Source: an optimization exercise on an open RTL-to-GDS flow (aim: small area, a short achievable clock period and few clock cycles). Production flows keep margins and buffers that such runs may drop.
Function was not checked in any run shown here: the RTL went through the layout flow alone.
No activity file was given, so power comes from the tool's default toggle rates.

**flow/run.sh**
```bash
#!/bin/bash
# synth_recipe.tcl (not shown) runs the flow's synth.tcl, then flattens the netlist and writes it again
# the make line also repeats each setting of config.mk as NAME=value (left out here)
make -C /OpenROAD-flow-scripts/flow DESIGN_CONFIG=/design/flow/config.mk WORK_HOME=/design/flow/orfs CLKGATE_MAP_FILE= SYNTH_SCRIPT=/design/flow/synth_recipe.tcl finish
```
**flow/config.mk**
```make
export PLATFORM = sky130hd
export DESIGN_NAME = pool_tx
export DESIGN_NICKNAME = pool_tx
export VERILOG_FILES = /design/flow/design.v
export SDC_FILE = /design/flow/constraint.sdc
export NUM_CORES = 4
export LEC_CHECK = 0
export CAP_MARGIN = 20
export CORE_MARGIN = 2
export CORE_UTILIZATION = 30
export SLEW_MARGIN = 20
```
**flow/design.v**
```verilog
module pool_tx (
    input  wire       clk,
    input  wire       rst,
    input  wire       cmd_valid,
    output wire       cmd_ready,
    input  wire [2:0] cmd_op,
    input  wire [7:0] cmd_data,
    output reg        rsp_valid,
    output reg  [1:0] rsp_status,
    output reg        rsp_page_done,
    output reg        tx_valid,
    output reg  [7:0] tx_data,
    output reg        tx_last,
    input  wire       tx_ready
);
    localparam FD  = 16;          
    localparam FAW = 4;           
    reg [4:0] ph;
    reg       a_v, b_v;
    reg [6:0] a_op, b_op;
    reg [7:0] a_d, b_d;
    reg       rdy;
    assign cmd_ready = rdy;
    wire accept = cmd_valid && rdy;
    wire [6:0] in_op = (cmd_op == 3'd0) ? 7'b0000001 :
                       (cmd_op == 3'd1) ? 7'b0000010 :
                       (cmd_op == 3'd2) ? 7'b0000100 :
                       (cmd_op == 3'd3) ? 7'b0001000 :
                       (cmd_op == 3'd4) ? 7'b0010000 :
                       (cmd_op == 3'd5) ? 7'b0100000 : 7'b1000000;
    wire x_app  = a_op[0];
    wire x_com  = a_op[1];
    wire x_send = a_op[2];
    wire x_ck   = a_op[3];
    wire x_mis  = a_op[4];
    wire x_pre  = a_op[5];
    reg [4:0] used;         
    reg [4:0] sent;         
    reg [4:0] last_len;     
    reg       overflowed;
    reg       tx_active;
    reg       ovf_pending;
    reg [2:0] ncks [0:15];  
    reg [2:0] run_ck;       
    reg [4:0] po;           
    reg [3:0] base;         
    reg [3:0] cur_p;        
    reg [3:0] nxt_p;        
    reg [7:0]     fifo [0:FD-1];
    reg [FAW-1:0] f_wa, f_rp;
    reg [FAW:0]   f_cnt;
    reg           f_empty, f_full;
    reg [4:0]     w_dist;   
    reg [4:0]     w_j;      
    reg [3:0]     w_s;      
    reg           wr_v;     
    reg [3:0]     wr_s;
    reg [7:0]     wr_d;
    wire          w_go = !f_empty && w_dist == 5'd0;
    wire [7:0] tap [0:15];
    genvar gs;
    generate
        for (gs = 0; gs < 16; gs = gs + 1) begin : g_slot
            reg  [255:0] r;
            wire [7:0]   d0 = (wr_v && wr_s == gs) ? wr_d : r[255:248];
            always @(posedge clk)
                r <= {r[247:0], d0};
            if (gs == 0) begin : g_t0
                assign tap[gs] = d0;
            end else begin : g_tn
                assign tap[gs] = r[8*gs-1 -: 8];
            end
        end
    endgenerate
    reg       c_v, c_ovf, c_hdr;    
    reg [3:0] c_slot;
    reg [4:0] c_lst;                
    reg [4:0] c_j;
    reg [7:0] c_h;
    reg [4:0] c_rel;
    reg       n_v, n_ovf;
    reg [3:0] n_slot;
    reg [4:0] n_lst;
    reg [7:0] n_h;
    reg [4:0] n_rel;
    wire      out_free = !tx_valid || tx_ready;
    wire      c_wait   = !f_empty && (c_slot == w_s || c_slot == w_s + 4'd1);
    wire      ld_ovf   = c_v && c_ovf;
    wire      ld_hdr   = c_v && !c_ovf && !c_hdr && c_rel == 5'd31 && !c_wait;
    wire      ld_body  = c_v && !c_ovf &&  c_hdr && c_rel == c_j;
    wire      c_lastb  = (c_j == c_lst);
    wire      c_done   = out_free && (ld_ovf || (ld_body && c_lastb));
    wire      c_free   = !c_v || c_done;
    wire       a_full   = (last_len == 5'd31);
    wire       a_ovf    = a_full && used[4];
    wire [3:0] a_slot   = a_full ? nxt_p : cur_p;
    wire       app_wr   = !tx_active && !overflowed && !a_ovf;
    wire       a_conf   = (c_v && !c_ovf && c_slot == a_slot) ||
                          (n_v && !n_ovf && n_slot == a_slot);
    wire       app_stall = app_wr &&
                          (f_full || (used == 5'd0 && !f_empty) || a_conf);
    wire       s_done   = tx_active && (sent == used);
    wire       s_page   = tx_active && !s_done;
    wire       send_stall = (ovf_pending || s_page) && n_v;
    wire       s_wrap;
    wire [3:0] s_slot;
    assign {s_wrap, s_slot} = {1'b0, base} + {1'b0, sent[3:0]};
    wire [4:0] s_rel    = ph - po - {s_wrap, base} + 5'd1;    
    wire       s_lastsl = (sent + 5'd1 == used);
    wire [4:0] s_lst    = s_lastsl ? last_len - 5'd1 : 5'd30;
    wire [7:0] s_h      = {1'b0, used[3:0] - sent[3:0] - 4'd1, ncks[s_slot]};
    wire       can_exec = !(x_app && app_stall) && !(x_send && send_stall);
    wire       exec     = a_v && can_exec;
    wire       push     = exec && x_send && (ovf_pending || s_page);
    wire       up       = exec && x_app && app_wr;
    wire       page_rst = exec && ((x_send && s_done) || x_pre);
    wire [2:0] new_ck   = (a_full ? 3'd0 : run_ck) - a_d[2:0];
    always @(posedge clk) begin
        if (up)
            fifo[f_wa] <= a_d;
        if (up) begin
            ncks[a_slot] <= new_ck;
            run_ck <= new_ck;
        end
    end
    always @(posedge clk) begin
        if (rst) begin
            ph <= 5'd0;
            a_v <= 1'b0;
            b_v <= 1'b0;
            rdy <= 1'b0;
            used <= 5'd0;
            sent <= 5'd0;
            last_len <= 5'd31;
            overflowed <= 1'b0;
            tx_active <= 1'b0;
            ovf_pending <= 1'b0;
            po <= 5'd0;
            base <= 4'd0;
            cur_p <= 4'd15;
            nxt_p <= 4'd0;
            f_wa <= 0;
            f_rp <= 0;
            f_cnt <= 0;
            f_empty <= 1'b1;
            f_full <= 1'b0;
            w_dist <= 5'd0;
            w_j <= 5'd0;
            w_s <= 4'd0;
            wr_v <= 1'b0;
            c_v <= 1'b0;
            n_v <= 1'b0;
            rsp_valid <= 1'b0;
            rsp_status <= 2'd0;
            rsp_page_done <= 1'b0;
            tx_valid <= 1'b0;
            tx_last <= 1'b0;
        end else begin
            ph <= ph + 5'd1;
            if (!a_v || can_exec) begin
                if (b_v) begin
                    a_v <= 1'b1; a_op <= b_op; a_d <= b_d;
                    b_v <= 1'b0;
                end else begin
                    a_v <= accept; a_op <= in_op; a_d <= cmd_data;
                end
                rdy <= 1'b1;
            end else if (accept) begin
                b_v <= 1'b1; b_op <= in_op; b_d <= cmd_data;
                rdy <= 1'b0;
            end
            wr_v <= w_go;
            wr_s <= w_s;
            wr_d <= fifo[f_rp];
            w_dist <= w_dist + 5'd1 - {4'd0, w_go};
            if (w_go) begin
                f_rp <= f_rp + 1'b1;
                if (w_j == 5'd30) begin
                    w_j <= 5'd0;
                    w_s <= w_s + 4'd1;
                end else
                    w_j <= w_j + 5'd1;
            end
            if (up) f_wa <= f_wa + 1'b1;
            f_cnt <= f_cnt + {4'd0, up} - {4'd0, w_go};
            f_empty <= (f_cnt == 0 && !up) || (f_cnt == 1 && w_go && !up);
            f_full  <= (f_cnt == FD && !(w_go && !up)) || (f_cnt == FD-1 && up && !w_go);
            if (up && used == 5'd0) begin
                po <= ph + FD;
                w_dist <= 5'd2 - FD;
                w_j <= 5'd0;
                w_s <= base;
            end
            rsp_valid <= exec;
            rsp_status <= 2'd0;
            rsp_page_done <= 1'b0;
            if (exec) begin
                if (x_app) begin
                    if (tx_active) rsp_status <= 2'd2;
                    else if (overflowed) rsp_status <= 2'd1;
                    else if (a_ovf) begin
                        overflowed <= 1'b1;
                        ovf_pending <= 1'b1;
                        rsp_status <= 2'd1;
                    end else if (a_full) begin
                        used <= used + 5'd1;
                        last_len <= 5'd1;
                        cur_p <= nxt_p;
                        nxt_p <= nxt_p + 4'd1;
                    end else
                        last_len <= last_len + 5'd1;
                end
                if (x_com) begin
                    if (!tx_active && used != 5'd0) tx_active <= 1'b1;
                    else rsp_status <= 2'd1;
                end
                if (x_send) begin
                    rsp_page_done <= s_done;
                    if (ovf_pending) begin
                        ovf_pending <= 1'b0;
                        rsp_status <= 2'd2;
                    end else if (s_page) begin
                        sent <= sent + 5'd1;
                        rsp_status <= 2'd1;
                    end
                end
                if (x_ck && sent != 5'd0) sent <= sent - 5'd1;
                if (x_mis) sent <= 5'd0;
                if (a_op[6]) rsp_status <= 2'd3;
            end
            if (page_rst) begin
                base <= nxt_p;
                used <= 5'd0;
                sent <= 5'd0;
                last_len <= 5'd31;
                overflowed <= 1'b0;
                tx_active <= 1'b0;
            end
            if (out_free) begin
                if (ld_ovf) begin
                    tx_valid <= 1'b1;
                    tx_data  <= 8'h04;
                    tx_last  <= 1'b1;
                end else if (ld_hdr) begin
                    tx_valid <= 1'b1;
                    tx_data  <= c_h;
                    tx_last  <= 1'b0;
                    c_hdr    <= 1'b1;
                    c_j      <= 5'd0;
                end else if (ld_body) begin
                    tx_valid <= 1'b1;
                    tx_data  <= tap[c_slot];
                    tx_last  <= c_lastb;
                    c_j      <= c_j + 5'd1;
                end else begin
                    tx_valid <= 1'b0;
                    tx_last  <= 1'b0;
                end
            end
            c_rel <= c_rel + 5'd1;
            n_rel <= n_rel + 5'd1;
            if (c_free) begin
                if (n_v) begin
                    c_v <= 1'b1; c_ovf <= n_ovf; c_hdr <= 1'b0;
                    c_slot <= n_slot; c_lst <= n_lst; c_h <= n_h;
                    c_rel <= n_rel + 5'd1;
                end else if (push) begin
                    c_v <= 1'b1; c_ovf <= ovf_pending; c_hdr <= 1'b0;
                    c_slot <= s_slot; c_lst <= s_lst; c_h <= s_h;
                    c_rel <= s_rel;
                end else
                    c_v <= 1'b0;
            end
            if (push && !c_free) begin
                n_v <= 1'b1; n_ovf <= ovf_pending;
                n_slot <= s_slot; n_lst <= s_lst; n_h <= s_h;
                n_rel <= s_rel;
            end else if (c_free)
                n_v <= 1'b0;
        end
    end
endmodule
```
**flow/constraint.sdc**
```tcl
create_clock -name core_clock -period 12.0 [get_ports {clk}]
set_input_delay 2.4000 -clock core_clock [delete_from_list [all_inputs] [get_ports {clk}]]
set_output_delay 2.4000 -clock core_clock [all_outputs]
set_load 0.01 [all_outputs]
```
==> impl_results.md, run 1 <==
* Worst Reg-to-Reg Cells at 11
* Synthesized cell area at between 100000 and 150000 sq um
* Critical Path End Type: flip-flop
* # IOs at 30
* Remaining DRCs at 0
* Root Buffer: clkbuf_16
* Setup TNS at 0 ns
* Antenna violations before repair at 11
* Final Hold Vio Count at 0
* Post-synth cell types at 83
* Reg power frac at 53.9%
* Min Hold Slack at roughly 0.26 ns
* Clk buf depth at 4
* Worst Path Arrival at 5.21 ns
* Power Internal at around 23 mW
* Clock share of power at 44.2%
* CTS sink cnt at 4456
* P_leak at about 46 nW
* P&R area growth vs syn at 18.8%
* Max VDD drop at 150 uV
* Average size of a mapped cell at 18.1 sq um
* Register area share after synthesis at between 90% and 100%
* Hold Path Cell Cnt at 0
* Area of the multi-input gates at about 8400 sq um
* CTS clk-pin slew, worst paths at approximately 0.060 ns
* CTS buffer count at 400
* Detail Route Antenna Nets at 0
* Final WL at roughly 160000 microns
* Setup Fix Bufs, Post-CTS at 0
* FILL cells at 30810
* Post-synth EDFFs at between 200 and 300
* Tot GR Track Use at between 9 and 10%
* Mapped Cells at around 5600
* Yosys reg bits at approximately 4500
* Fin crit period at around 4.7 ns
* Die footprint at roughly 340000 sq um
* First-pass GRT wire length at 240000 microns
* RSZ-0062 raised after global routing: no
* Hpwl dp at between 80000 and 90000 microns
* Crit-path max FO at 24
* Hold/Removal Path Class: reg -> reg
* Rel. slew slack at a little over a fifth
* Power Density at 236 nW/um^2
* Async SR Flop Fraction at 0%
* Largest net degree at the start of global routing at 65
* Commonest non-fill, non-tap cell in the layout: dfxtp_1
* Number of port buffers at 29
* Die Y at 584 microns
* Yosys warning count at 1
* CP Class: reg -> reg
* Final Cycle Share at around 40%
* Storage element area at 92000 sq um
* # hold bufs at CTS at 0
* Clock Skew at around 0.093 ns
* # rows at between 200 and 250
* Routed WL per cell at 14.5 microns
* Placed insts at between 9000 and 10000
* Die W at slightly below 600 microns
* Worst-margin pin slew at around 1.2 ns
* Commonest cells after routing, fill and taps aside: 4176 x dfxtp_1, 404 x clkbuf_16, 279 x edfxtp_1
* Syn_nets at about 5700
* GR Overflow Total at 0
* Psw at 5.57 mW
* Number of global-route vias before repair at approximately 40000
* CTS tree: yes
* H-tree level count at 5
* Final net count at 6040
* CP Launch Type: flip-flop
* Finish-stage setup viols at 0
* Max-cap check violation count at 0
* Layout cells sized above 1 at 14.5%
* Initial drt markers at about 2000
* Sw Share at 19.7%
* Pre-antenna DRT Iters at 5
* Via count at a little under 40000
* Max Freq at ~210 MHz
* WP data required at between 10 and 15 ns
* Status: complete, no violations
* Initial Util at a little under a third
* Placer congestion estimate at between 0.7 and 0.8
* Logic pwr share at under 10%
* Slew Limit Fails at 0
* Clk Latency, worst-skew pair at about 0.95 ns
* Synth Flop Type: dfxtp_1
* Core area at 334000 sq um
* CTS resizes at 0
* Post-Layout Cell Count at about 11000
* Vias/cell at ~3.7
## per-layer routing
layer  vias to the layer above  part of all wire, %  wire length [microns]  global-route usage, %
met5                         -                    0                      0                      0
met4                         0                  3.5                   5400                   3.88
met3                       365                  5.0                   7750                   2.19
met2                       818                   43                  66100                   13.6
met1                     18992                   49                  75700                   12.5
li1                      19116                    -                      -                      -
## synth_stat cells (all sizes together) (21+ instances only)
cell type  count  area, sq um
a21oi         48          240
buf           28          130
clkbuf        56          210
dfxtp       4177        83600
edfxtp       279         8380
ha            52          651
inv           56          210
mux2         158         1780
mux2i         31          334
mux4          57         1280
nand2         79          297
nand3         36          180
nand4         21          131
nor2          99          372
nor3          37          185
o21ai         37          185
xnor2         37          324
xor2          36          315
## through the flow
stage	setup slack [ns]	total power, mW	instance area (sq um)	utilization, %
2_1_floorplan	6.81	15.9	101000	-
3_3_place_gp	6.83	16.1	107000	31.9
3_5_place_dp	6.77	16.1	107000	31.9
4_1_cts	7.26	28.6	120000	35.9
5_1_grt	6.87	29.3	120000	35.9
6_report	7.30	28.3	120000	35.9
## state kept, by name, indices dropped and copies added, names as in the netlist, 7 cells and up
register,count
c_h,7
g_slot.r,4096
ncks,48
b_op,7
b_d,8
a_op,7
n_h,7
wr_d,8
fifo,128
tx_data,8
a_d,8
## path summary, 6_finish.rpt
| kind | startpoint | to | slack, ns |
|---|---|---|---|
| worst max register to register | last_len[0] | fifo[3][0] | 7.30 |
| worst min-delay path | g_slot[2].r[93] | g_slot[2].r[101] | 0.26 |
| worst max-delay path | last_len[0] | fifo[3][0] | 7.30 |
| worst min register to register | g_slot[2].r[93] | g_slot[2].r[101] | 0.26 |
## logic make-up after synthesis
kind of cell    count (synthesis)  share of synthesized area, %
compound gates                216                          1.49
xor+xnor                       73                         0.634
fa+ha+maj                      60                         0.803
buf+inv                       143                         0.557
flops                        4456                          91.2
mux                           246                          3.37
simple gates                  390                          1.99
## worst max-delay path: stages (launching register included)
cell and delay, ns:
dfxtp_1 0.41, ha_1 0.21, and3_1 0.18, ha_1 0.68, mux2i_2 0.52, xnor2_1 0.15, nand4_1 0.20, nand4_1 0.12
buf_4 0.24, inv_2 0.40, nand2_1 0.31, nor3_1 0.90
## layout make-up
class,count,share of cell area [%]
sequential,4456,76.7
clock buffer,555,9.54
multi-input combinational,985,7.03
tap,4387,4.58
clock inverter,151,1.49
timing repair buffer,63,0.451
inverter,59,0.185
antenna,9,0.0188
## power by group through the flow
stage	clock network [mW]	registers [mW]	logic, mW
floorplan	0	15.6	0.325
global placement	0	15.6	0.524
detailed placement	0	15.6	0.527
CTS	12.8	15.3	0.530
global route	13.4	15.3	0.562
finish	12.5	15.3	0.516
==> run 2: changes to the inputs <==
--- a/flow/config.mk
+++ b/flow/config.mk
@@ -10,2 +10,4 @@
 export CORE_UTILIZATION = 30
+export CTS_BUF_LIST = sky130_fd_sc_hd__clkbuf_4 sky130_fd_sc_hd__clkbuf_8
+export CTS_CLUSTER_SIZE = 32
 export SLEW_MARGIN = 20
==> run 2 against run 1 <==
Sequential share of layout area hardly changed. Sequential cell count stayed put. Worst setup slack better by 0.042 ns. First-iteration DRC count is 0.79% higher. Clock skew is 0.0096 ns higher. Critical endpoint is now fifo[3][4]. Die area stayed put.
==> impl_results.md, run 2 <==
* CP Class: reg -> reg
* Average size of a mapped cell at 18.1 sq um (unchanged)
* Crit-path max cell delay at 0.87 ns (-0.03 ns)
* Worst R2R End: fifo[3][4]
* CTS clk-pin slew, worst paths at 0.06 ns (about the same)
* Worst Path Arrival at 5.25 ns (+0.04 ns)
* CTS buffer count at 643 (+61%)
* Clk Latency, worst-skew pair at 1.04 ns (+0.09 ns)
* R2R setup slack at 7.34 ns (+0.04 ns)
* Worst Hold End: g_slot[6].r[158]
* Post-synth EDFFs at 279 (unchanged)
* Tot GR Track Use at 9.21% (+0.13 points)
* Vias/cell at 3.67 (-0.41%)
* Rel. slew slack at 21.8% (+0.15 points)
* GR Overflow Total at 0 (unchanged)
* Worst Reg-to-Reg Cells at 11 (unchanged)
* # rows at 212 (unchanged)
* Initial drt markers at 2046 (+0.79%)
* Number of global-route vias before repair at 42666 (+5.7%)
* Detail Route Antenna Nets at 0 (unchanged)
* Finish-stage setup viols at 0 (unchanged)
* Hold Path Origin: g_slot[6].r[150]
* Beginning of the worst register-to-register path: last_len[0]
* Setup Fix Bufs, Post-CTS at 0 (unchanged)
* Final net count at 6283 (+4.0%)
* Die footprint at 341000 sq um (unchanged)
* Setup TNS at 0 ns (unchanged)
* Mapped Cells at 5584 (unchanged)
* Max VDD drop at 128 uV (-14%)
* Biggest register: g_slot.r
* Largest registers: g_slot.r: 4096 flops, fifo: 128 flops, ncks: 48 flops
* Remaining DRCs at 0 (unchanged)
* Initial Util at 30.2% (unchanged)
* Final WL at 157000 microns (+1.1%)
* Final Hold Vio Count at 0 (unchanged)
* Commonest cells in the netlist: 4177 x dfxtp_1, 279 x edfxtp_1, 155 x mux2_2
* CTS tree: yes
* Commonest cells after routing, fill and taps aside: 4176 x dfxtp_1, 778 x clkbuf_8, 279 x edfxtp_1
* Post-synth top area share at 82.9% (unchanged)
* WP data required at 12.60 ns (+0.09 ns)
* Largest area contributor in the netlist: dfxtp_1
* Register area share after synthesis at 91.2% (unchanged)
* Number of port buffers at 29 (unchanged)
* Final Cycle Share at 38.8% (-0.35 points)
* P&R area growth vs syn at 18.8% (about the same)
* Status: complete, no violations
* Top delay family on crit path: simple AND/OR/NAND/NOR gates
* Power Density at 231 nW/um^2 (-2.1%)
* Via count at 40548 (+3.2%)
* Hold Path Cell Cnt at 0 (unchanged)
* CTS resizes at 0 (unchanged)
* Synth Flop Type: dfxtp_1
* Largest net degree at the start of global routing at 65 (unchanged)
* Fin crit period at 4.66 ns (-0.0416 ns)
* Root Buffer: clkbuf_8
* Yosys warning count at 1 (unchanged)
* Commonest non-fill, non-tap cell in the layout: dfxtp_1
* Layout cells sized above 1 at 20.5% (+6.0 points)
* Hold/Removal Path Class: reg -> reg
* First-pass GRT wire length at 244000 microns (+1.9%)
* Placed insts at 9950 (unchanged)
* Yosys reg bits at 4456 (unchanged)
* Async SR Flop Fraction at 0% (unchanged)
* Post-Layout Cell Count at 11052 (+3.6%)
* Max Freq at 215 MHz (+0.89%)
* Syn_nets at 5659 (unchanged)
* Clk buf depth at 4 (unchanged)
* Worst path cell trace: ha_1 > and3_1 > ha_1 > mux2i_2 > xnor2_1 > nand4_1 > nand4_1 > buf_4 > inv_2 > nand2_1 > nor3_1
* CTS sink cnt at 4456 (unchanged)
* H-tree level count at 6 (+1)
* Hpwl dp at 89000 microns (unchanged)
* Dominant cells by area after synthesis: dfxtp_1 83%, edfxtp_1 8.3%, mux2_2 1.7%
* Worst-margin pin slew at 1.17 ns (-0.00222 ns)
* Core area at 334000 sq um (unchanged)
* Most numerous cell in the Yosys netlist: dfxtp_1
* Crit-path max FO at 24 (unchanged)
* CP max stage cell: nor3_1
* Post-synth cell types at 83 (unchanged)
* Clock Skew at 0.103 ns (+0.00965 ns)
* P_leak at 46.7 nW (+1.1%)
* Slew Limit Fails at 0 (unchanged)
* # IOs at 30 (unchanged)
* Die W at 584 microns (unchanged)
* Critical Path End Type: flip-flop
* Placer congestion estimate at 0.766 (unchanged)
* Max FFs per register at 4096 (unchanged)
* Buf/Inv on CP at 2 (unchanged)
* Die Y at 584 microns (unchanged)
* CP Launch Type: flip-flop
* Pre-antenna DRT Iters at 5 (unchanged)
* Routed WL per cell at 14.2 microns (-2.4%)
* RSZ-0062 raised after global routing: no
* Antenna violations before repair at 10 (-1)
* # hold bufs at CTS at 0 (unchanged)
* Synthesized cell area at 101000 sq um (unchanged)
* Max-cap check violation count at 0 (unchanged)
run 2: cell counts after synthesis:
No cell type changed its count.
run 2: through the flow:
| step | power (mW) | setup slack, ns | hold WS (ns) | util [%] | instance area [sq um] |
|---|---|---|---|---|---|
| after floorplan | 15.9 | 6.81 | 0.310 | - | 101000 |
| after global placement | 16.1 | 6.83 | 0.310 | 31.9 | 107000 |
| after detailed placement | 16.1 | 6.77 | 0.312 | 31.9 | 107000 |
| after CTS | 28.1 | 7.26 | 0.246 | 35.9 | 120000 |
| after global routing | 28.8 | 6.85 | 0.268 | 35.9 | 120000 |
| final | 27.7 | 7.34 | 0.252 | 35.9 | 120000 |
run 2: metal layers:
layer / GRT usage, % / vias up / share of wire, %
li1: - / 19698 / -
met1: 12.6 / 19541 / 49
met2: 13.6 / 956 / 43
met3: 2.64 / 353 / 5.4
met4: 3.94 / 0 / 2.9
met5: 0 / - / 0
run 2: cells by family after synthesis:
group / Yosys count / share of synthesized area, %
XOR/XNOR: 73 / 0.634
AND/OR/NAND/NOR: 390 / 1.99
multiplexers: 246 / 3.37
adder cells (fa/ha/maj): 60 / 0.803
flip-flops: 4456 / 91.2
AO/OA/AOI/OAI: 216 / 1.49
buffers and inverters: 143 / 0.557
run 2: report_power, final:
| part | leakage, nW | internal (mW) | switching, mW | total, mW |
|---|---|---|---|---|
| combinational | 3.53 | 0.198 | 0.317 | 0.515 |
| sequential | 36.2 | 15.2 | 0.0929 | 15.3 |
| clock | 7.01 | 6.73 | 5.19 | 11.9 |
run 2: area by class of cell:
type	count	area, sq um
clock inverters	109	943
multi-input cells	985	8430
diodes	5	12.5
fillers	30894	214000
repair buffers	63	541
clock buffers	988	12300
inverters	59	221
flip-flops and latches	4456	92000
well taps	4387	5490
run 2: worst reg2reg max path, cell delays in order (launching register included):
cell     delay (ns)
dfxtp_1        0.41
ha_1           0.22
and3_1         0.18
ha_1           0.67
mux2i_2        0.52
xnor2_1        0.15
nand4_1        0.20
nand4_1        0.11
buf_4          0.24
inv_2          0.41
nand2_1        0.32
nor3_1         0.87
run 2: how the worst max path moves through the flow:
stage | cells past startpoint | slack (ns) | startpoint | to
final | 11 | 7.34 | last_len[0] | fifo[3][4]
after global routing | 11 | 6.85 | last_len[0] | fifo[3][2]
after CTS | 11 | 7.26 | last_len[0] | fifo[0][5]
after detailed placement | 6 | 6.77 | tx_ready | n_lst[1]
after global placement | 6 | 6.83 | tx_ready | n_lst[4]
after floorplan | 4 | 6.81 | tx_ready | n_h[0]
==> run 3: changes to the inputs <==
--- a/flow/design.v
+++ b/flow/design.v
@@ -46,6 +46,10 @@
     reg [3:0] base;         
-    reg [3:0] cur_p;        
-    reg [3:0] nxt_p;        
+    reg [3:0] ap;           
+    reg       full;         
+    reg       ll30;         
+    reg       pool_empty;   
+    reg       conf;         
     reg [7:0]     fifo [0:FD-1];
-    reg [FAW-1:0] f_wa, f_rp;
+    reg [FD-1:0]  f_wa;     
+    reg [FAW-1:0] f_rp;
     reg [FAW:0]   f_cnt;
@@ -93,10 +97,6 @@
     wire      c_free   = !c_v || c_done;
-    wire       a_full   = (last_len == 5'd31);
-    wire       a_ovf    = a_full && used[4];
-    wire [3:0] a_slot   = a_full ? nxt_p : cur_p;
+    wire       a_ovf    = full && used[4];
+    wire [3:0] nxt_p    = full ? ap : ap + 4'd1;    
     wire       app_wr   = !tx_active && !overflowed && !a_ovf;
-    wire       a_conf   = (c_v && !c_ovf && c_slot == a_slot) ||
-                          (n_v && !n_ovf && n_slot == a_slot);
-    wire       app_stall = app_wr &&
-                          (f_full || (used == 5'd0 && !f_empty) || a_conf);
+    wire       app_stall = app_wr && (f_full || (pool_empty && !f_empty) || conf);
     wire       s_done   = tx_active && (sent == used);
@@ -116,8 +116,10 @@
     wire       page_rst = exec && ((x_send && s_done) || x_pre);
-    wire [2:0] new_ck   = (a_full ? 3'd0 : run_ck) - a_d[2:0];
+    wire [2:0] new_ck   = (full ? 3'd0 : run_ck) - a_d[2:0];
+    integer k;
     always @(posedge clk) begin
-        if (up)
-            fifo[f_wa] <= a_d;
+        for (k = 0; k < FD; k = k + 1)
+            if (up && f_wa[k])
+                fifo[k] <= a_d;
         if (up) begin
-            ncks[a_slot] <= new_ck;
+            ncks[ap] <= new_ck;
             run_ck <= new_ck;
@@ -139,5 +141,8 @@
             base <= 4'd0;
-            cur_p <= 4'd15;
-            nxt_p <= 4'd0;
-            f_wa <= 0;
+            ap <= 4'd0;
+            full <= 1'b1;
+            ll30 <= 1'b0;
+            pool_empty <= 1'b1;
+            conf <= 1'b0;
+            f_wa <= 1;
             f_rp <= 0;
@@ -183,3 +188,3 @@
             end
-            if (up) f_wa <= f_wa + 1'b1;
+            if (up) f_wa <= {f_wa[FD-2:0], f_wa[FD-1]};
             f_cnt <= f_cnt + {4'd0, up} - {4'd0, w_go};
@@ -187,3 +192,3 @@
             f_full  <= (f_cnt == FD && !(w_go && !up)) || (f_cnt == FD-1 && up && !w_go);
-            if (up && used == 5'd0) begin
+            if (up && pool_empty) begin
                 po <= ph + FD;
@@ -204,9 +209,16 @@
                         rsp_status <= 2'd1;
-                    end else if (a_full) begin
-                        used <= used + 5'd1;
-                        last_len <= 5'd1;
-                        cur_p <= nxt_p;
-                        nxt_p <= nxt_p + 4'd1;
-                    end else
-                        last_len <= last_len + 5'd1;
+                    end else begin
+                        pool_empty <= 1'b0;
+                        if (full) begin
+                            used <= used + 5'd1;
+                            last_len <= 5'd1;
+                            full <= 1'b0;
+                            ll30 <= 1'b0;
+                        end else begin
+                            last_len <= last_len + 5'd1;
+                            full <= ll30;
+                            ll30 <= last_len == 5'd29;
+                            if (ll30) ap <= ap + 4'd1;
+                        end
+                    end
                 end
@@ -232,2 +244,6 @@
                 base <= nxt_p;
+                ap <= nxt_p;
+                full <= 1'b1;
+                ll30 <= 1'b0;
+                pool_empty <= 1'b1;
                 used <= 5'd0;
@@ -238,2 +254,4 @@
             end
+            conf <= (c_v && !c_ovf && (c_slot == ap || c_slot == ap + 4'd1)) ||
+                    (n_v && !n_ovf && (n_slot == ap || n_slot == ap + 4'd1));
             if (out_free) begin
--- a/flow/config.mk
+++ b/flow/config.mk
@@ -10,4 +10,2 @@
 export CORE_UTILIZATION = 30
-export CTS_BUF_LIST = sky130_fd_sc_hd__clkbuf_4 sky130_fd_sc_hd__clkbuf_8
-export CTS_CLUSTER_SIZE = 32
 export SLEW_MARGIN = 20
==> run 3 against run 2 <==
Still clean. Combinational power is 11% lower. First-iteration DRC count increased by 23%. Worst setup slack better by 0.12 ns. Wire length is 2.2% lower. Highest routed layer unchanged.
==> impl_results.md, run 3 <==
* Worst Path Arrival at 2.14 ns (-3.11 ns)
* Setup Fix Bufs, Post-CTS at 0 (unchanged)
* Final Hold Vio Count at 0 (unchanged)
* Clk Latency, worst-skew pair at 0.97 ns (-0.07 ns)
* Beginning of the worst register-to-register path: sent[2]
* Number of port buffers at 29 (unchanged)
* Worst-margin pin slew at 1.16 ns (-0.0115 ns)
* Power Density at 237 nW/um^2 (+2.6%)
* Yosys reg bits at 4468 (+0.27%)
* Met3 wire len at 7000 microns (-18%)
* Max-cap check violation count at 0 (unchanged)
* Slew Limit Fails at 0 (unchanged)
* Finish-stage setup viols at 0 (unchanged)
* CP Class: reg -> out
* Register area share after synthesis at 91.2% (about the same)
* Highest metal used: met4
* Hold/Removal Path Class: reg -> reg
* Post-synth cell types at 84 (+1.2%)
* Clk buf depth at 4 (unchanged)
* Synthesized cell area at 101000 sq um (+0.25%)
* Syn_nets at 5772 (+2.0%)
* Max FFs per register at 4096 (unchanged)
* Yosys warning count at 2 (+1)
* Detail Route Antenna Nets at 0 (unchanged)
* Clock Skew at 0.0812 ns (-0.0217 ns)
* Number of global-route vias before repair at 40800 (-4.4%)
* Buf/Inv on CP at 1 (-1)
* Setup ws final at 7.46 ns (+0.117 ns)
* Die footprint at 342000 sq um (+0.25%)
* Top delay family on crit path: buffers and inverters
* CP max stage cell: clkdlybuf4s50_1
* Core area at 336000 sq um (+0.55%)
* Final net count at 6130 (-2.4%)
* Xor/xnor cell area share of the yosys netlist at 0.728% (+0.095 points)
* Worst path cell trace: clkdlybuf4s50_1
* Average size of a mapped cell at 17.8 sq um (-1.7%)
* CTS clk-pin slew, worst paths at 0.07 ns (about the same)
* Largest registers: g_slot.r: 4096 flops, fifo: 128 flops, ncks: 48 flops
* Rel. slew slack at 22.1% (+0.30 points)
* H-tree level count at 5 (-1)
* Setup slack at placement at 6.96 ns (+0.186 ns)
* Fin crit period at 4.54 ns (-0.117 ns)
* Post-synth top area share at 82.9% (about the same)
* Complex-gate fraction of the synthesized area at 2.14% (+0.65 points)
* Crit. Startpoint: tx_data[4]
* First-pass GRT wire length at 239000 microns (-2.3%)
* Post-Synth Adder-Cell Area at 0.814% (+0.010 points)
* Area of the multi-input gates at 8320 sq um (-1.3%)
* P_leak at 46.7 nW (about the same)
* CTS sink cnt at 4468 (+0.27%)
* Max Freq at 220 MHz (+2.6%)
* Root Buffer: clkbuf_16
* Die Y at 585 microns (+0.12%)
* Met1 Wirelength at 76100 microns (-0.86%)
* Async SR Flop Fraction at 0% (unchanged)
* Vias/cell at 3.64 (-0.66%)
* Largest net degree at the start of global routing at 43 (-34%)
* Remaining DRCs at 0 (unchanged)
* Met2 WL at 65000 microns (-3.0%)
* WP data required at 9.60 ns (-3.00 ns)
* Dominant cells by area after synthesis: dfxtp_1 83%, edfxtp_1 8.3%, mux2_2 1.8%
* Max VDD drop at 157 uV (+22%)
* Tot GR Track Use at 8.98% (-0.23 points)
* Synth Flop Type: dfxtp_1
* Placer congestion estimate at 0.810 (+5.7%)
* Setup TNS at 0 ns (unchanged)
* # rows at 213 (+0.47%)
* Final WL at 153000 microns (-2.2%)
* Multiplexer share of the synthesized area at 2.57% (-0.79 points)
* Placed insts at 10178 (+2.3%)
* Antenna violations before repair at 19 (+9)
* Largest area contributor in the netlist: dfxtp_1
* Post-synth EDFFs at 279 (unchanged)
* RSZ-0062 raised after global routing: no
* Final Cycle Share at 37.8% (-0.97 points)
* Critical Path End Type: output port
* Largest family of logic cells by synthesized area: multiplexers
* Biggest register: g_slot.r
* Min Hold Slack at 0.248 ns (-0.00414 ns)
* Simple-gate share of the synthesized area at 1.88% (-0.11 points)
* Initial drt markers at 2513 (+23%)
* Power Total at 28.6 mW (+3.3%)
* Via count at 39682 (-2.1%)
* P&R area growth vs syn at 19.3%
* FILL cells at 30784 (-0.36%)
* CTS tree: yes
* Layout cells sized above 1 at 14.1% (-6.4 points)
* R2R setup slack at 7.60 ns (+0.26 ns)
* GR Overflow Total at 0 (unchanged)
* Mapped Cells at 5696 (+2.0%)
* Storage element area at 92200 sq um (+0.26%)
* Most numerous cell in the Yosys netlist: dfxtp_1
* Initial Util at 30.1% (-0.091 points)
* Hpwl dp at 88700 microns (-0.34%)
* Commonest cells in the netlist: 4189 x dfxtp_1, 279 x edfxtp_1, 161 x mux2_2
* # IOs at 30 (unchanged)
* CTS resizes at 0 (unchanged)
* CP Launch Type: flip-flop
* Pre-antenna DRT Iters at 6 (+1)
* Crit-path max cell delay at 0.62 ns (-0.25 ns)
* Commonest cells after routing, fill and taps aside: 4189 x dfxtp_1, 402 x clkbuf_16, 279 x edfxtp_1
* Status: complete, no violations
* Hold Path Origin: g_slot[7].r[218]
* Die W at 585 microns (+0.12%)
* CTS buffer count at 389 (-40%)
* # hold bufs at CTS at 0 (unchanged)
* Crit-path max FO at 1 (-96%)
* Commonest non-fill, non-tap cell in the layout: dfxtp_1
* Post-Layout Cell Count at 10888 (-1.5%)
* Routed WL per cell at 14.1 microns (-0.72%)
==> run 3: cell families (layout without fill, tap and decap cells) <==
kind of cell,count (synthesis),in the layout
xor+xnor,82,82
mux,209,209
flops,4468,4468
compound gates,307,307
buf+inv,175,842
fa+ha+maj,61,61
simple gates,394,394
other cells,0,10
==> run 3: layout make-up <==
cell class | count | share of cell area, %
Clock inverter | 174 | 1.97
Tap cell | 4515 | 4.68
Multi-Input combinational cell | 1053 | 6.89
Inverter | 78 | 0.243
Antenna cell | 10 | 0.0207
Timing Repair Buffer | 64 | 0.454
Clock buffer | 526 | 9.30
Sequential cell | 4468 | 76.4
==> run 3: final timing paths <==
| check | endpoint | cells past startpoint |
|---|---|---|
| setup / recovery | tx_data[4] | 1 |
| hold / removal | g_slot[7].r[226] | 0 |
| setup reg to reg | f_cnt[4] | 14 |
| hold reg to reg | g_slot[7].r[226] | 0 |
==> run 3: where the power goes <==
group          internal [mW]  switching (mW)
Sequential              15.2           0.103
Combinational          0.153           0.304
Clock                   7.70            5.16
==> run 3: stage by stage <==
stage | util (%) | area (sq um)
after CTS | 35.9 | 121000
final | 35.9 | 121000
after global routing | 35.9 | 121000
after floorplan | - | 101000
after global placement | 31.8 | 107000
after detailed placement | 31.8 | 107000
==> run 3: metal layers <==
metal  global-route usage, %  vias to the layer above
met5                       0                        -
met4                    3.83                        0
met3                    1.86                      386
met2                    13.3                      866
met1                    12.6                    19033
li1                        -                    19397
==> run 4: changes to the inputs <==
==> flow/flow/run.sh (new file) <==
#!/bin/bash
# The standard layout (standard.sh: the standard flow's synthesis, floorplan, placement,
# CTS and routing, unchanged), with two placement/repair knobs:
#  - ports are buffered with buf_4 cells rather than the default choice;
set -euo pipefail
export SETUP_SLACK_MARGIN=8.4
export BUFFER_PORTS_ARGS="-buffer_cell sky130_fd_sc_hd__buf_4"
bash standard.sh > standard.log 2>&1
==> flow/standard.sh (new file) <==
#!/bin/bash
# synth_recipe.tcl (not shown) runs the flow's synth.tcl, then flattens the netlist and writes it again
# the make line also repeats each setting of config.mk as NAME=value (left out here)
make -C /OpenROAD-flow-scripts/flow DESIGN_CONFIG=/design/flow/config.mk WORK_HOME=/design/flow/orfs CLKGATE_MAP_FILE= SYNTH_SCRIPT=/design/flow/synth_recipe.tcl "${@:-finish}"
removed: flow/run.sh
==> run 4 against run 3 <==
Non-clock buffer count is 2 lower. Synthesized cell count stayed put. Fmax is 12% higher. Critical path depth stayed put. Die area stayed put. Combinational power hardly changed. Clock power is 5% lower. Count of clock-buffer cells in the layout is 10 higher.
==> impl_results.md, run 4 <==
* Largest net degree at the start of global routing at 44 (+2.3%)
* Layout cells sized above 1 at 14.4% (+0.35 points)
* # IOs at 30 (unchanged)
* Async SR Flop Fraction at 0% (unchanged)
* Buf/Inv on CP at 1 (unchanged)
* Storage element area at 92300 sq um (about the same)
* Final net count at 6120 (-0.16%)
* Setup TNS at 0 ns (unchanged)
* Dominant cells by area after synthesis: dfxtp_1 83%, edfxtp_1 8.3%, mux2_2 1.8%
* Core area at 336000 sq um (unchanged)
* CTS sink cnt at 4468 (unchanged)
* FILL cells at 30939 (+0.50%)
* Most numerous cell in the Yosys netlist: dfxtp_1
* Antenna violations before repair at 10 (-9)
* Register area share after synthesis at 91.2% (unchanged)
* Yosys warning count at 2 (unchanged)
* Yosys reg bits at 4468 (unchanged)
* H-tree level count at 5 (unchanged)
* P_leak at 46.5 nW (-0.41%)
* Average size of a mapped cell at 17.8 sq um (unchanged)
* Synthesized cell area at 101000 sq um (unchanged)
* Max FFs per register at 4096 (unchanged)
* Largest registers: g_slot.r: 4096 flops, fifo: 128 flops, ncks: 48 flops
* WP data required at 9.60 ns (about the same)
* CTS buffer count at 380 (-2.3%)
* Worst-margin pin slew at 1.16 ns (-0.00313 ns)
* Tot GR Track Use at 8.76% (-0.21 points)
* Commonest cells after routing, fill and taps aside: 4178 x dfxtp_1, 386 x clkbuf_16, 279 x edfxtp_1
* Detail Route Antenna Nets at 0 (unchanged)
* CP max stage cell: edfxtp_1
* Root Buffer: clkbuf_16
* Synth Flop Type: dfxtp_1
* Commonest cells in the netlist: 4189 x dfxtp_1, 279 x edfxtp_1, 161 x mux2_2
* First-pass GRT wire length at 234000 microns (-2.2%)
* Crit-path max cell delay at 0.58 ns (-0.04 ns)
* Post-synth top area share at 82.9% (unchanged)
* Fin crit period at 4.06 ns (-0.477 ns)
* Via count at 39516 (-0.42%)
* Power Density at 234 nW/um^2 (-1.4%)
* Post-synth EDFFs at 279 (unchanged)
* Clk Latency, worst-skew pair at 0.87 ns (-0.10 ns)
* Slew Limit Fails at 0 (unchanged)
* GR Overflow Total at 0 (unchanged)
* Vias/cell at 3.63 (-0.29%)
* # rows at 213 (unchanged)
* Max VDD drop at 144 uV (-7.9%)
* Routed WL per cell at 14.0 microns (-0.47%)
* Top delay family on crit path: flip-flops
* RSZ-0062 raised after global routing: yes
* Finish-stage setup viols at 0 (unchanged)
* Remaining DRCs at 0 (unchanged)
* CTS tree: yes
* Largest area contributor in the netlist: dfxtp_1
* Status: complete, no violations
* Placer congestion estimate at 0.803 (-0.84%)
* Mapped Cells at 5696 (unchanged)
* Max-cap check violation count at 0 (unchanged)
* Commonest non-fill, non-tap cell in the layout: dfxtp_1
* Initial drt markers at 2414 (-3.9%)
* Met1 Wirelength at 75300 microns (-1.1%)
* Initial Util at 30.1% (unchanged)
* Die footprint at 342000 sq um (unchanged)
* Met2 WL at 65000 microns (about the same)
* CP Launch Type: flip-flop
* Crit-path max FO at 1 (unchanged)
* Final WL at 152000 microns (-0.60%)
* Area of the multi-input gates at 8400 sq um (+0.98%)
* Rel. slew slack at 22.3% (+0.21 points)
* Biggest register: g_slot.r
* Hpwl dp at 86600 microns (-2.4%)
* Setup ws final at 7.94 ns (+0.477 ns)
* CTS clk-pin slew, worst paths at 0.07 ns (about the same)
* Die W at 585 microns (unchanged)
* Number of global-route vias before repair at 39793 (-2.5%)
* Post-layout util at 35.7% (-0.17 points)
* Die Y at 585 microns (unchanged)
* CP Class: reg -> out
* Hold/Removal Path Class: reg -> reg
* Worst Path Arrival at 1.66 ns (-0.48 ns)
* Clk buf depth at 4 (unchanged)
* Critical Path End Type: output port
* Worst path cell trace: buf_6
* Number of port buffers at 29 (unchanged)
* Clock Skew at 0.0588 ns (-0.0223 ns)
* Highest metal used: met4
* Final Hold Vio Count at 0 (unchanged)
* Met3 wire len at 7530 microns (+7.5%)
* P&R area growth vs syn at 18.7%
* Final Cycle Share at 33.9% (-4.0 points)
* Syn_nets at 5772 (unchanged)
* Pre-antenna DRT Iters at 5 (-1)
* Max Freq at 246 MHz (+12%)
* Post-synth cell types at 84 (unchanged)
* Setup slack at placement at 7.59 ns (+0.635 ns)
-- run 4: metrics by stage --
stage	cells	hold WS [ns]	instance area, sq um	power (mW)
3_5_place_dp	10172	0.312	107000	16.1
5_1_grt	10868	0.288	120000	29.0
3_3_place_gp	10172	0.310	107000	16.1
2_1_floorplan	5696	0.310	101000	15.9
6_report	10874	0.281	120000	28.1
4_1_cts	10867	0.279	120000	28.4
-- run 4: layout make-up --
class                           instances  share of cell area, %
Multi-Input combinational cell       1054                   6.99
Timing Repair Buffer                   62                  0.434
Sequential cell                      4468                   76.8
Antenna cell                            6                 0.0125
Clock inverter                        155                   1.61
Clock buffer                          536                   9.18
Tap cell                             4515                   4.70
Inverter                               78                  0.246
-- run 4: power breakdown --
part	switching (mW)	internal, mW	total (mW)
sequential	0.0972	15.2	15.3
combinational	0.303	0.153	0.456
clock	5.19	7.13	12.3
total	5.59	22.5	28.1
-- run 4: what timing repair did --
| action | 4_1_cts | 5_1_grt |
|---|---|---|
| pin swaps | 2 | 1 |
| hold endpoints to repair | 0 | 0 |
| buffers inserted | 3 | 1 |
| hold buffers | 0 | 0 |
| resized for setup | 25 | 11 |
| endpoints found under the setup margin | 19 | 52 |
| gates cloned | 1 | 0 |
-- run 4: cell families after synthesis --
logic type | Yosys count | share of synthesized area [%]
flops | 4468 | 91.2
compound gates | 307 | 2.14
mux | 209 | 2.57
xor+xnor | 82 | 0.728
buf+inv | 175 | 0.686
simple gates | 394 | 1.88
fa+ha+maj | 61 | 0.814
-- run 4: path summary, 6_finish.rpt --
check / startpoint / slack [ns] / endpoint / cells after the start
worst max-delay path: tx_data[7] / 7.94 / tx_data[7] / 1
worst min-delay path: g_slot[10].r[212] / 0.28 / g_slot[10].r[220] / 0
worst max register to register: c_slot[3] / 8.60 / tx_data[2] / 7
worst min register to register: g_slot[10].r[212] / 0.28 / g_slot[10].r[220] / 0
-- run 4: layer usage --
metal / up-vias / GRT usage (%)
met1: 18934 / 12.5
met3: 316 / 1.89
met2: 884 / 13.0
li1: 19382 / -
met4: 0 / 3.21
met5: - / 0
==> run 5: changes to the inputs <==
--- a/flow/config.mk
+++ b/flow/config.mk
@@ -10,2 +10,4 @@
 export CORE_UTILIZATION = 30
+export CTS_CLUSTER_DIAMETER = 50
+export CTS_CLUSTER_SIZE = 30
 export SLEW_MARGIN = 20
==> run 5 against run 4 <==
Still clean on timing, DRC and antenna. Fmax fell by 0.58%. Combinational power barely moved. Sequential cell count unchanged. Worst setup slack worse by 0.024 ns. Total power decreased by 13%. Clock power decreased by 29%. Non-clock buffer count grew 1. Final cell count is 3.0% lower. Critical endpoint unchanged.
==> impl_results.md, run 5 <==
* Status: complete, no violations
* Average size of a mapped cell at 17.8 sq um (unchanged)
* R2R setup slack at 8.54 ns (-0.06 ns)
* Xor/xnor cell area share of the yosys netlist at 0.728% (unchanged)
* Tot GR Track Use at 8.45% (-0.31 points)
* Die Y at 585 microns (unchanged)
* Yosys reg bits at 4468 (unchanged)
* Max VDD drop at 120 uV (-17%)
* CP Class: reg -> out
* CTS tree: yes
* Commonest cells after routing, fill and taps aside: 4178 x dfxtp_1, 279 x edfxtp_1, 222 x clkbuf_16
* Worst-margin pin slew at 1.28 ns (+0.121 ns)
* Final net count at 5962 (-2.6%)
* P_leak at 43.8 nW (-5.8%)
* Synthesized cell area at 101000 sq um (unchanged)
* Worst Path Arrival at 1.69 ns (+0.03 ns)
* H-tree level count at 4 (-1)
* Post-layout util at 34.1% (-1.6 points)
* CTS buffer count at 221 (-42%)
* Post-synth cell types at 84 (unchanged)
* Via count at 38139 (-3.5%)
* Core area at 336000 sq um (unchanged)
* Setup TNS at 0 ns (unchanged)
* Commonest cells in the netlist: 4189 x dfxtp_1, 279 x edfxtp_1, 161 x mux2_2
* Finish-stage setup viols at 0 (unchanged)
* Power Total at 24.5 mW (-13%)
* Post-synth EDFFs at 279 (unchanged)
* Syn_nets at 5772 (unchanged)
* Post-Synth Adder-Cell Area at 0.814% (unchanged)
* Largest registers: g_slot.r: 4096 flops, fifo: 128 flops, ncks: 48 flops
* Placer congestion estimate at 0.803 (unchanged)
* CTS clk-pin slew, worst paths at 0.10 ns (+0.03 ns)
* Final WL at 147000 microns (-3.3%)
* Root Buffer: clkbuf_16
* Mapped Cells at 5696 (unchanged)
* First-pass GRT wire length at 225000 microns (-3.8%)
* GR Overflow Total at 0 (unchanged)
* Placed insts at 10172 (unchanged)
* Routed WL per cell at 14.0 microns (-0.31%)
* Number of global-route vias before repair at 37633 (-5.4%)
* Worst R2R End: tx_data[2]
* Vias/cell at 3.62 (-0.48%)
* Hpwl dp at 86600 microns (unchanged)
* RSZ-0062 raised after global routing: yes
* Pre-antenna DRT Iters at 7 (+2)
* Post-synth top area share at 82.9% (unchanged)
* CP Launch Type: flip-flop
* Die W at 585 microns (unchanged)
* Slew Limit Fails at 0 (unchanged)
* Beginning of the worst register-to-register path: c_slot[3]
* Multiplexer share of the synthesized area at 2.57% (unchanged)
* Min Hold Slack at 0.278 ns (-0.00326 ns)
* Critical Path End Type: output port
* Power Density at 214 nW/um^2 (-8.6%)
* Largest net degree at the start of global routing at 44 (unchanged)
* Simple-gate share of the synthesized area at 1.88% (unchanged)
* Worst Hold End: g_slot[7].r[221]
* Final Cycle Share at 34.1% (+0.20 points)
* Layout cells sized above 1 at 10.9% (-3.6 points)
* Crit-path max FO at 1 (unchanged)
* Max FFs per register at 4096 (unchanged)
* Hold Path Origin: g_slot[7].r[213]
* Clk buf depth at 4 (unchanged)
* Post-Layout Cell Count at 10546 (-3.0%)
* Detail Route Antenna Nets at 0 (unchanged)
* Clock Skew at 0.0596 ns (+0.000773 ns)
* Die footprint at 342000 sq um (unchanged)
* Largest family of logic cells by synthesized area: multiplexers
* Antenna violations before repair at 12 (+2)
* # IOs at 30 (unchanged)
* Synth Flop Type: dfxtp_1
* Dominant cells by area after synthesis: dfxtp_1 83%, edfxtp_1 8.3%, mux2_2 1.8%
* WP data required at 9.60 ns (about the same)
* Number of port buffers at 29 (unchanged)
* Rel. slew slack at 14.2% (-8.1 points)
* Final Hold Vio Count at 0 (unchanged)
* Initial drt markers at 2444 (+1.2%)
* Register area share after synthesis at 91.2% (unchanged)
* Commonest non-fill, non-tap cell in the layout: dfxtp_1
* Largest area contributor in the netlist: dfxtp_1
* # hold bufs at CTS at 0 (unchanged)
* Max Freq at 245 MHz (-0.58%)
* CTS sink cnt at 4468 (unchanged)
* Fin crit period at 4.09 ns (+0.0236 ns)
* Clk Latency, worst-skew pair at 0.90 ns (+0.03 ns)
* CP max stage cell: edfxtp_1
* Async SR Flop Fraction at 0% (unchanged)
* Worst path cell trace: buf_6
* Initial Util at 30.1% (unchanged)
* Yosys warning count at 2 (unchanged)
* Complex-gate fraction of the synthesized area at 2.14% (unchanged)
* Biggest register: g_slot.r
* Max-cap check violation count at 0 (unchanged)
* # rows at 213 (unchanged)
* Hold Path Cell Cnt at 0 (unchanged)
* Buf/Inv on CP at 1 (unchanged)
* P&R area growth vs syn at 13.4%
* Most numerous cell in the Yosys netlist: dfxtp_1
* Top delay family on crit path: flip-flops
* Remaining DRCs at 0 (unchanged)
* Worst Reg-to-Reg Cells at 7 (unchanged)
* Hold/Removal Path Class: reg -> reg
* Crit-path max cell delay at 0.58 ns (about the same)
-- run 5: cell count changes in the layout (fill, tap and decap cells not counted), moves of 3 or more --
cell,previous run,this run
clkbuf_16,386,222
clkbuf_8,80,9
clkinv_2,77,11
clkbuf_1,70,9
inv_12,0,28
bufinv_16,31,10
inv_16,5,15
inv_6,11,19
inv_8,0,8
clkinv_4,2,7
clkinv_1,5,1
clkinvlp_4,9,5
clkinv_8,8,11
-- run 5: cell type report --
class                           count  area (sq um)
Antenna cell                        6          15.0
Inverter                           78           295
Tap cell                         4515          5650
Fill cell                       31437        221000
Clock inverter                    122          1890
Clock buffer                      240          5710
Sequential cell                  4468         92300
Multi-Input combinational cell   1054          8400
Timing Repair Buffer               63           542
-- run 5: what timing repair did --
item,4_1_cts,5_1_grt
pin swaps,3,1
gates resized for setup,25,11
buffers inserted,4,1
cloned,1,0
endpoints found under the setup margin,22,43
-- run 5: layer usage --
layer  global-route usage (%)  vias up  part of all wire, %
met5                        0        -                    0
li1                         -    18909                    -
met1                     12.3    18202                   51
met3                     1.66      300                  4.2
met4                     2.76        0                  3.0
met2                     12.5      728                   42
-- run 5: worst max path at each step --
stage	depth (start not counted)	end	from	slack, ns
5_1_grt	1	tx_data[7]	tx_data[7]	7.83
6_report	1	tx_data[7]	tx_data[7]	7.91
2_1_floorplan	4	c_h[0]	tx_ready	8.30
3_5_place_dp	14	f_cnt[4]	sent[0]	7.59
3_3_place_gp	14	f_cnt[4]	sent[2]	7.69
4_1_cts	1	tx_data[7]	tx_data[7]	7.76
-- run 5: where the power goes --
group          switching (mW)  internal (mW)
logic                   0.304          0.153
clock network            4.85           3.92
registers              0.0967           15.2
-- run 5: cells by family after synthesis --
kind of cell | Yosys count
AND/OR/NAND/NOR | 394
adder cells (fa/ha/maj) | 61
AO/OA/AOI/OAI | 307
flip-flops | 4468
buffers and inverters | 175
multiplexers | 209
XOR/XNOR | 82
-- run 5: metrics by stage --
step / area, sq um / setup slack, ns
after floorplan: 101000 / 8.30
after global placement: 107000 / 7.69
after detailed placement: 107000 / 7.59
after CTS: 115000 / 7.76
after global routing: 115000 / 7.83
final: 115000 / 7.91
==> run 6: changes to the inputs <==
--- a/flow/design.v
+++ b/flow/design.v
@@ -51,2 +51,3 @@
     reg       conf;         
+    reg       s_eq;         
     reg [7:0]     fifo [0:FD-1];
@@ -101,4 +102,4 @@
     wire       app_stall = app_wr && (f_full || (pool_empty && !f_empty) || conf);
-    wire       s_done   = tx_active && (sent == used);
-    wire       s_page   = tx_active && !s_done;
+    wire       s_done   = tx_active && s_eq;
+    wire       s_page   = tx_active && !s_eq;
     wire       send_stall = (ovf_pending || s_page) && n_v;
@@ -146,2 +147,3 @@
             conf <= 1'b0;
+            s_eq <= 1'b1;
             f_wa <= 1;
@@ -189,3 +191,6 @@
             if (up) f_wa <= {f_wa[FD-2:0], f_wa[FD-1]};
-            f_cnt <= f_cnt + {4'd0, up} - {4'd0, w_go};
+            if (up)
+                f_cnt <= w_go ? f_cnt : f_cnt + 1'b1;
+            else
+                f_cnt <= w_go ? f_cnt - 1'b1 : f_cnt;
             f_empty <= (f_cnt == 0 && !up) || (f_cnt == 1 && w_go && !up);
@@ -213,2 +218,3 @@
                             used <= used + 5'd1;
+                            s_eq <= 1'b0;
                             last_len <= 5'd1;
@@ -235,2 +241,3 @@
                         sent <= sent + 5'd1;
+                        s_eq <= s_lastsl;
                         rsp_status <= 2'd1;
@@ -238,4 +245,10 @@
                 end
-                if (x_ck && sent != 5'd0) sent <= sent - 5'd1;
-                if (x_mis) sent <= 5'd0;
+                if (x_ck && sent != 5'd0) begin
+                    sent <= sent - 5'd1;
+                    s_eq <= 1'b0;
+                end
+                if (x_mis) begin
+                    sent <= 5'd0;
+                    s_eq <= pool_empty;
+                end
                 if (a_op[6]) rsp_status <= 2'd3;
@@ -243,2 +256,3 @@
             if (page_rst) begin
+                s_eq <= 1'b1;
                 base <= nxt_p;
--- a/flow/config.mk
+++ b/flow/config.mk
@@ -9,3 +9,3 @@
 export CORE_MARGIN = 2
-export CORE_UTILIZATION = 30
+export CORE_UTILIZATION = 60
 export CTS_CLUSTER_DIAMETER = 50
==> run 6 against run 5 <==
Die area is 50% lower. Clock power hardly changed. Largest power group unchanged. Clock skew is 0.029 ns lower. Critical endpoint is now tx_data[2]. Worst setup slack better by 0.16 ns. Register-to-register slack better by 0.29 ns. Still clean.
==> impl_results.md, run 6 <==
* CTS buffer count at 214 (-3.2%)
* Max FFs per register at 4096 (unchanged)
* Rel. slew slack at 36.0% (+22 points)
* Via count at 38073 (-0.17%)
* Finish-stage setup viols at 0 (unchanged)
* Final Cycle Share at 32.7% (-1.3 points)
* CTS clk-pin slew, worst paths at 0.10 ns (about the same)
* Power Density at 217 nW/um^2 (+1.8%)
* Synth Flop Type: dfxtp_1
* Die W at 415 microns (-29%)
* Commonest cells after routing, fill and taps aside: 4183 x dfxtp_1, 279 x edfxtp_1, 224 x clkbuf_16
* Top delay family on crit path: flip-flops
* CP Class: reg -> out
* Number of global-route vias before repair at 37228 (-1.1%)
* WP data required at 9.60 ns (about the same)
* Routed WL per cell at 17.7 microns (+27%)
* Pre-antenna DRT Iters at 6 (-1)
* Mapped Cells at 5700 (+0.070%)
* Crit-path max FO at 1 (unchanged)
* GR Overflow Total at 0 (unchanged)
* Critical Path End Type: output port
* Initial Util at 60.5% (+30 points)
* CP Launch Type: flip-flop
* Most numerous cell in the Yosys netlist: dfxtp_1
* Post-synth top area share at 82.9% (about the same)
* P_leak at 43.8 nW (about the same)
* Core area at 167000 sq um (-50%)
* Antenna violations before repair at 19 (+7)
* Final Hold Vio Count at 0 (unchanged)
* Worst-margin pin slew at 0.959 ns (-0.320 ns)
* Root Buffer: clkbuf_16
* Layout cells sized above 1 at 10.8% (-0.060 points)
* Async SR Flop Fraction at 0% (unchanged)
* Dominant cells by area after synthesis: dfxtp_1 83%, edfxtp_1 8.3%, mux2_2 1.8%
* Setup ws final at 8.07 ns (+0.159 ns)
* Clock Skew at 0.0311 ns (-0.0286 ns)
* Hpwl dp at 88800 microns (+2.5%)
* Max-cap check violation count at 0 (unchanged)
* Die footprint at 172000 sq um (-50%)
* Worst Path Arrival at 1.53 ns (-0.16 ns)
* Biggest register: g_slot.r
* Vias/cell at 4.61 (+27%)
* Number of port buffers at 29 (unchanged)
* CTS tree: yes
* Initial drt markers at 2322 (-5.0%)
* Largest net degree at the start of global routing at 42 (-4.5%)
* Slew Limit Fails at 0 (unchanged)
* Largest area contributor in the netlist: dfxtp_1
* # rows at 150 (-30%)
* Post-synth EDFFs at 279 (unchanged)
* Remaining DRCs at 0 (unchanged)
* H-tree level count at 4 (unchanged)
* Max VDD drop at 174 uV (+45%)
* Worst path cell trace: buf_6
* Fin crit period at 3.93 ns (-0.159 ns)
* First-pass GRT wire length at 223000 microns (-0.84%)
* Largest registers: g_slot.r: 4096 flops, fifo: 128 flops, ncks: 48 flops
* # IOs at 30 (unchanged)
* Clk buf depth at 3 (-1)
* Commonest cells in the netlist: 4190 x dfxtp_1, 279 x edfxtp_1, 163 x mux2_2
* Detail Route Antenna Nets at 0 (unchanged)
* Final WL at 146000 microns (-0.87%)
* Synthesized cell area at 101000 sq um (about the same)
* Hold/Removal Path Class: reg -> reg
* Setup TNS at 0 ns (unchanged)
* Register area share after synthesis at 91.2% (about the same)
* Buf/Inv on CP at 1 (unchanged)
* Final net count at 5959 (-0.050%)
* Average size of a mapped cell at 17.7 sq um (about the same)
* RSZ-0062 raised after global routing: yes
* P&R area growth vs syn at 10.7%
* Tot GR Track Use at 17.1% (+8.7 points)
* Commonest non-fill, non-tap cell in the layout: dfxtp_1
* Die Y at 415 microns (-29%)
* CP max stage cell: edfxtp_1
* Max Freq at 255 MHz (+4.0%)
* Placer congestion estimate at 0.815 (+1.5%)
* Yosys reg bits at 4469 (+0.022%)
* Crit-path max cell delay at 0.50 ns (-0.08 ns)
* Clk Latency, worst-skew pair at 0.86 ns (-0.04 ns)
* Post-synth cell types at 80 (-4.8%)
* Syn_nets at 5774 (+0.035%)
* Status: complete, no violations
* CTS sink cnt at 4469 (+0.022%)
* Yosys warning count at 2 (unchanged)
* Setup slack at placement at 7.67 ns (+0.0758 ns)
* # hold bufs at CTS at 0 (unchanged)
[run 6: cell types whose count changed in the layout (fill, tap and decap cells not counted), sizes merged, moves of 6 or more]
cell / previous run / this run
and2: 21 / 7
clkinv: 38 / 52
inv: 147 / 135
nor2: 103 / 115
a31oi: 23 / 14
clkinvlp: 5 / 13
mux2i: 21 / 28
mux2: 164 / 170
nand2: 113 / 107
nor3: 26 / 32
[run 6: cell type report]
type	instances	area, sq um
Antenna cell	7	17.5
Clock buffer	241	5790
Clock inverter	139	1980
Fill cell	11401	55300
Inverter	73	279
Multi-Input combinational cell	1063	8320
Sequential cell	4469	92300
Tap cell	2204	2760
Timing Repair Buffer	64	537
[run 6: layer usage]
| metal | track usage, % | wire length, microns | share of wire (%) | up-vias |
|---|---|---|---|---|
| met5 | 0 | 0 | 0 | - |
| met4 | 5.74 | 4090 | 2.8 | 0 |
| met3 | 3.02 | 6320 | 4.3 | 249 |
| met2 | 25.2 | 61500 | 42 | 601 |
| met1 | 25.9 | 74100 | 51 | 18288 |
| li1 | - | - | - | 18935 |
[run 6: final timing paths]
path                     from                to  slack, ns  depth (start not counted)
min reg2reg  g_slot[9].r[192]  g_slot[9].r[200]       0.31                          0
max reg2reg              full            c_h[2]       8.83                          5
min          g_slot[9].r[192]  g_slot[9].r[200]       0.31                          0
max                tx_data[2]        tx_data[2]       8.07                          1
[run 6: what timing repair did]
item | CTS | global route
endpoints found under the setup margin | 68 | 88
resized for setup | 24 | 4
setup buffers | 2 | 1
[run 6: stage by stage]
step | hold WS, ns | cells | utilization (%) | power, mW | area, sq um
floorplan | 0.310 | 5700 | - | 15.7 | 101000
global placement | 0.310 | 7870 | 62.2 | 15.9 | 104000
detailed placement | 0.312 | 7870 | 62.2 | 15.9 | 104000
CTS | 0.310 | 8252 | 66.9 | 24.6 | 112000
global route | 0.310 | 8253 | 66.9 | 25.2 | 112000
finish | 0.307 | 8260 | 66.9 | 24.3 | 112000
[run 6: logic make-up (layout without fill, tap and decap cells)]
| logic type | Yosys count | in the layout | synth area share (%) |
|---|---|---|---|
| adder cells (fa/ha/maj) | 59 | 59 | 0.782 |
| XOR/XNOR | 85 | 85 | 0.736 |
| flip-flops | 4469 | 4469 | 91.2 |
| other | 0 | 7 | 0 |
| AO/OA/AOI/OAI | 306 | 306 | 2.07 |
| buffers and inverters | 168 | 517 | 0.663 |
| AND/OR/NAND/NOR | 395 | 395 | 1.88 |
| multiplexers | 218 | 218 | 2.65 |
[run 6: where the power goes]
part / internal (mW) / switching, mW / leakage (nW)
clock network: 3.99 / 4.82 / 3.75
registers: 15.1 / 0.0806 / 36.3
logic: 0.109 / 0.223 / 3.76
total: 19.2 / 5.12 / 43.8
==> run 7: changes to the inputs <==
--- a/flow/config.mk
+++ b/flow/config.mk
@@ -9,3 +9,3 @@
 export CORE_MARGIN = 2
-export CORE_UTILIZATION = 60
+export CORE_UTILIZATION = 45
 export CTS_CLUSTER_DIAMETER = 50
==> run 7 against run 6 <==
Clock power grew 4.4%. First-iteration DRC count rose by 2.1%. Critical path type unchanged. Global-route usage fell by 4.3 points. Critical endpoint is now tx_data[1]. Largest power group unchanged.
==> impl_results.md, run 7 <==
* Setup TNS at 0 ns (unchanged)
* # IOs at 30 (unchanged)
* # hold bufs at CTS at 0 (unchanged)
* Biggest register: g_slot.r
* Complex-gate fraction of the synthesized area at 2.07% (unchanged)
* Max FFs per register at 4096 (unchanged)
* Vias/cell at 4.21 (-8.7%)
* Slew Limit Fails at 0 (unchanged)
* Power Total at 24.7 mW (+1.6%)
* Post-synth top area share at 82.9% (unchanged)
* RSZ-0062 raised after global routing: yes
* Max VDD drop at 156 uV (-10%)
* Largest registers: g_slot.r: 4096 flops, fifo: 128 flops, ncks: 48 flops
* CTS sink cnt at 4469 (unchanged)
* Yosys warning count at 2 (unchanged)
* Clk Latency, worst-skew pair at 0.88 ns (+0.02 ns)
* Commonest cells in the netlist: 4190 x dfxtp_1, 279 x edfxtp_1, 163 x mux2_2
* Clock Skew at 0.0574 ns (+0.0264 ns)
* Rel. slew slack at 28.3% (-7.7 points)
* Met2 Usage GRT at 18.8% (-6.4 points)
* Via count at 38142 (+0.18%)
* Initial drt markers at 2370 (+2.1%)
* Number of port buffers at 29 (unchanged)
* Simple-gate share of the synthesized area at 1.88% (unchanged)
* Finish-stage setup viols at 0 (unchanged)
* Max Freq at 253 MHz (-0.62%)
* Root Buffer: clkbuf_16
* Register area share after synthesis at 91.2% (unchanged)
* Xor/xnor cell area share of the yosys netlist at 0.736% (unchanged)
* Die Y at 478 microns (+15%)
* Number of global-route vias before repair at 37589 (+0.97%)
* Largest net degree at the start of global routing at 60 (+43%)
* First-pass GRT wire length at 224000 microns (+0.78%)
* CTS tree: yes
* Placer congestion estimate at 0.777 (-4.7%)
* # rows at 174 (+16%)
* CP max stage cell: edfxtp_1
* Detail Route Antenna Nets at 0 (unchanged)
* P&R area growth vs syn at 12.2%
* Routed WL per cell at 16.1 microns (-8.8%)
* Dominant cells by area after synthesis: dfxtp_1 83%, edfxtp_1 8.3%, mux2_2 1.8%
* Clk buf depth at 3 (unchanged)
* Largest area contributor in the netlist: dfxtp_1
* P_leak at 44.0 nW (+0.49%)
* Most numerous cell in the Yosys netlist: dfxtp_1
* CP Launch Type: flip-flop
* Top delay family on crit path: flip-flops
* Tot GR Track Use at 12.8% (-4.3 points)
* Status: complete, no violations
* H-tree level count at 4 (unchanged)
* Final net count at 5962 (+0.050%)
* Yosys reg bits at 4469 (unchanged)
* Met1 Use GR at 18.8% (-7.1 points)
* Largest family of logic cells by synthesized area: multiplexers
* GR Overflow Total at 0 (unchanged)
* Most Crowded Layer GR: met2
* Die W at 478 microns (+15%)
* Remaining DRCs at 0 (unchanged)
* WP data required at 9.60 ns (about the same)
* Worst path cell trace: buf_6
* Async SR Flop Fraction at 0% (unchanged)
* CP Class: reg -> out
* Power Density at 218 nW/um^2 (+0.25%)
* Die footprint at 229000 sq um (+33%)
* Post-synth cell types at 80 (unchanged)
* CTS clk-pin slew, worst paths at 0.10 ns (about the same)
* Commonest cells after routing, fill and taps aside: 4183 x dfxtp_1, 279 x edfxtp_1, 228 x clkbuf_16
* Critical Path End Type: output port
* Final Hold Vio Count at 0 (unchanged)
* Antenna violations before repair at 16 (-3)
* Hold/Removal Path Class: reg -> reg
## run 7: changes by cell type in the layout (fill, tap and decap cells not counted), sizes merged
cell      delta
inv          +9
buf          -8
diode        -1
clkinv       +8
clkinvlp     -2
clkbuf       +7
bufinv       +7
## run 7: layout make-up
class | instances | area [sq um]
sequential | 4469 | 92300
antenna | 6 | 15.0
timing repair buffer | 56 | 477
multi-input combinational | 1063 | 8330
clock buffer | 248 | 5850
inverter | 73 | 279
clock inverter | 161 | 2510
tap | 2992 | 3740
fill | 18070 | 111000
## run 7: cell families (layout without fill, tap and decap cells)
family	count (synthesis)	in the layout
buf+inv	168	538
simple gates	395	395
xor+xnor	85	85
flops	4469	4469
compound gates	306	306
mux	218	218
fa+ha+maj	59	59
other cells	0	6
## run 7: repair_timing
| item | in CTS | in global routing |
|---|---|---|
| endpoints found under the setup margin | 98 | 101 |
| gates resized for setup | 26 | 3 |
| setup buffers | 0 | 1 |
| cloned | 0 | 0 |
## run 7: layer usage
layer | share of wire (%) | routed length [microns] | vias to the layer above
met5 | 0 | 0 | -
met4 | 3.1 | 4540 | 0
met3 | 4.7 | 6890 | 273
met2 | 42 | 61200 | 615
met1 | 50 | 73700 | 18255
li1 | - | - | 18999
## run 7: path summary, 6_finish.rpt
| check | slack [ns] | depth (start not counted) | to | from |
|---|---|---|---|---|
| setup / recovery | 8.05 | 1 | tx_data[1] | tx_data[1] |
| hold / removal | 0.28 | 0 | g_slot[9].r[249] | g_slot[9].r[241] |
| setup reg to reg | 8.79 | 5 | c_slot[1] | full |
| hold reg to reg | 0.28 | 0 | g_slot[9].r[249] | g_slot[9].r[241] |
## run 7: power by group
group	switching, mW	internal (mW)	total [mW]
Clock	4.97	4.24	9.20
Sequential	0.0755	15.1	15.2
Combinational	0.231	0.109	0.340
Total	5.27	19.5	24.7
## run 7: metrics by stage
stage	setup WS, ns	instances	area (sq um)	utilization [%]
after floorplan	8.35	5700	101000	-
after global placement	7.71	8652	105000	46.9
after detailed placement	7.64	8652	105000	46.9
after CTS	7.95	9061	113000	50.6
after global routing	7.97	9063	113000	50.6
final	8.05	9068	113000	50.7

Setup slack of run 7, layout unchanged: 8.047 ns with ideal ports, 7.960 ns with driving cells assumed (clock clkbuf_16, inputs buf_2), 7.642 ns with port delays also shifted by the 0.935 ns mid clock arrival.
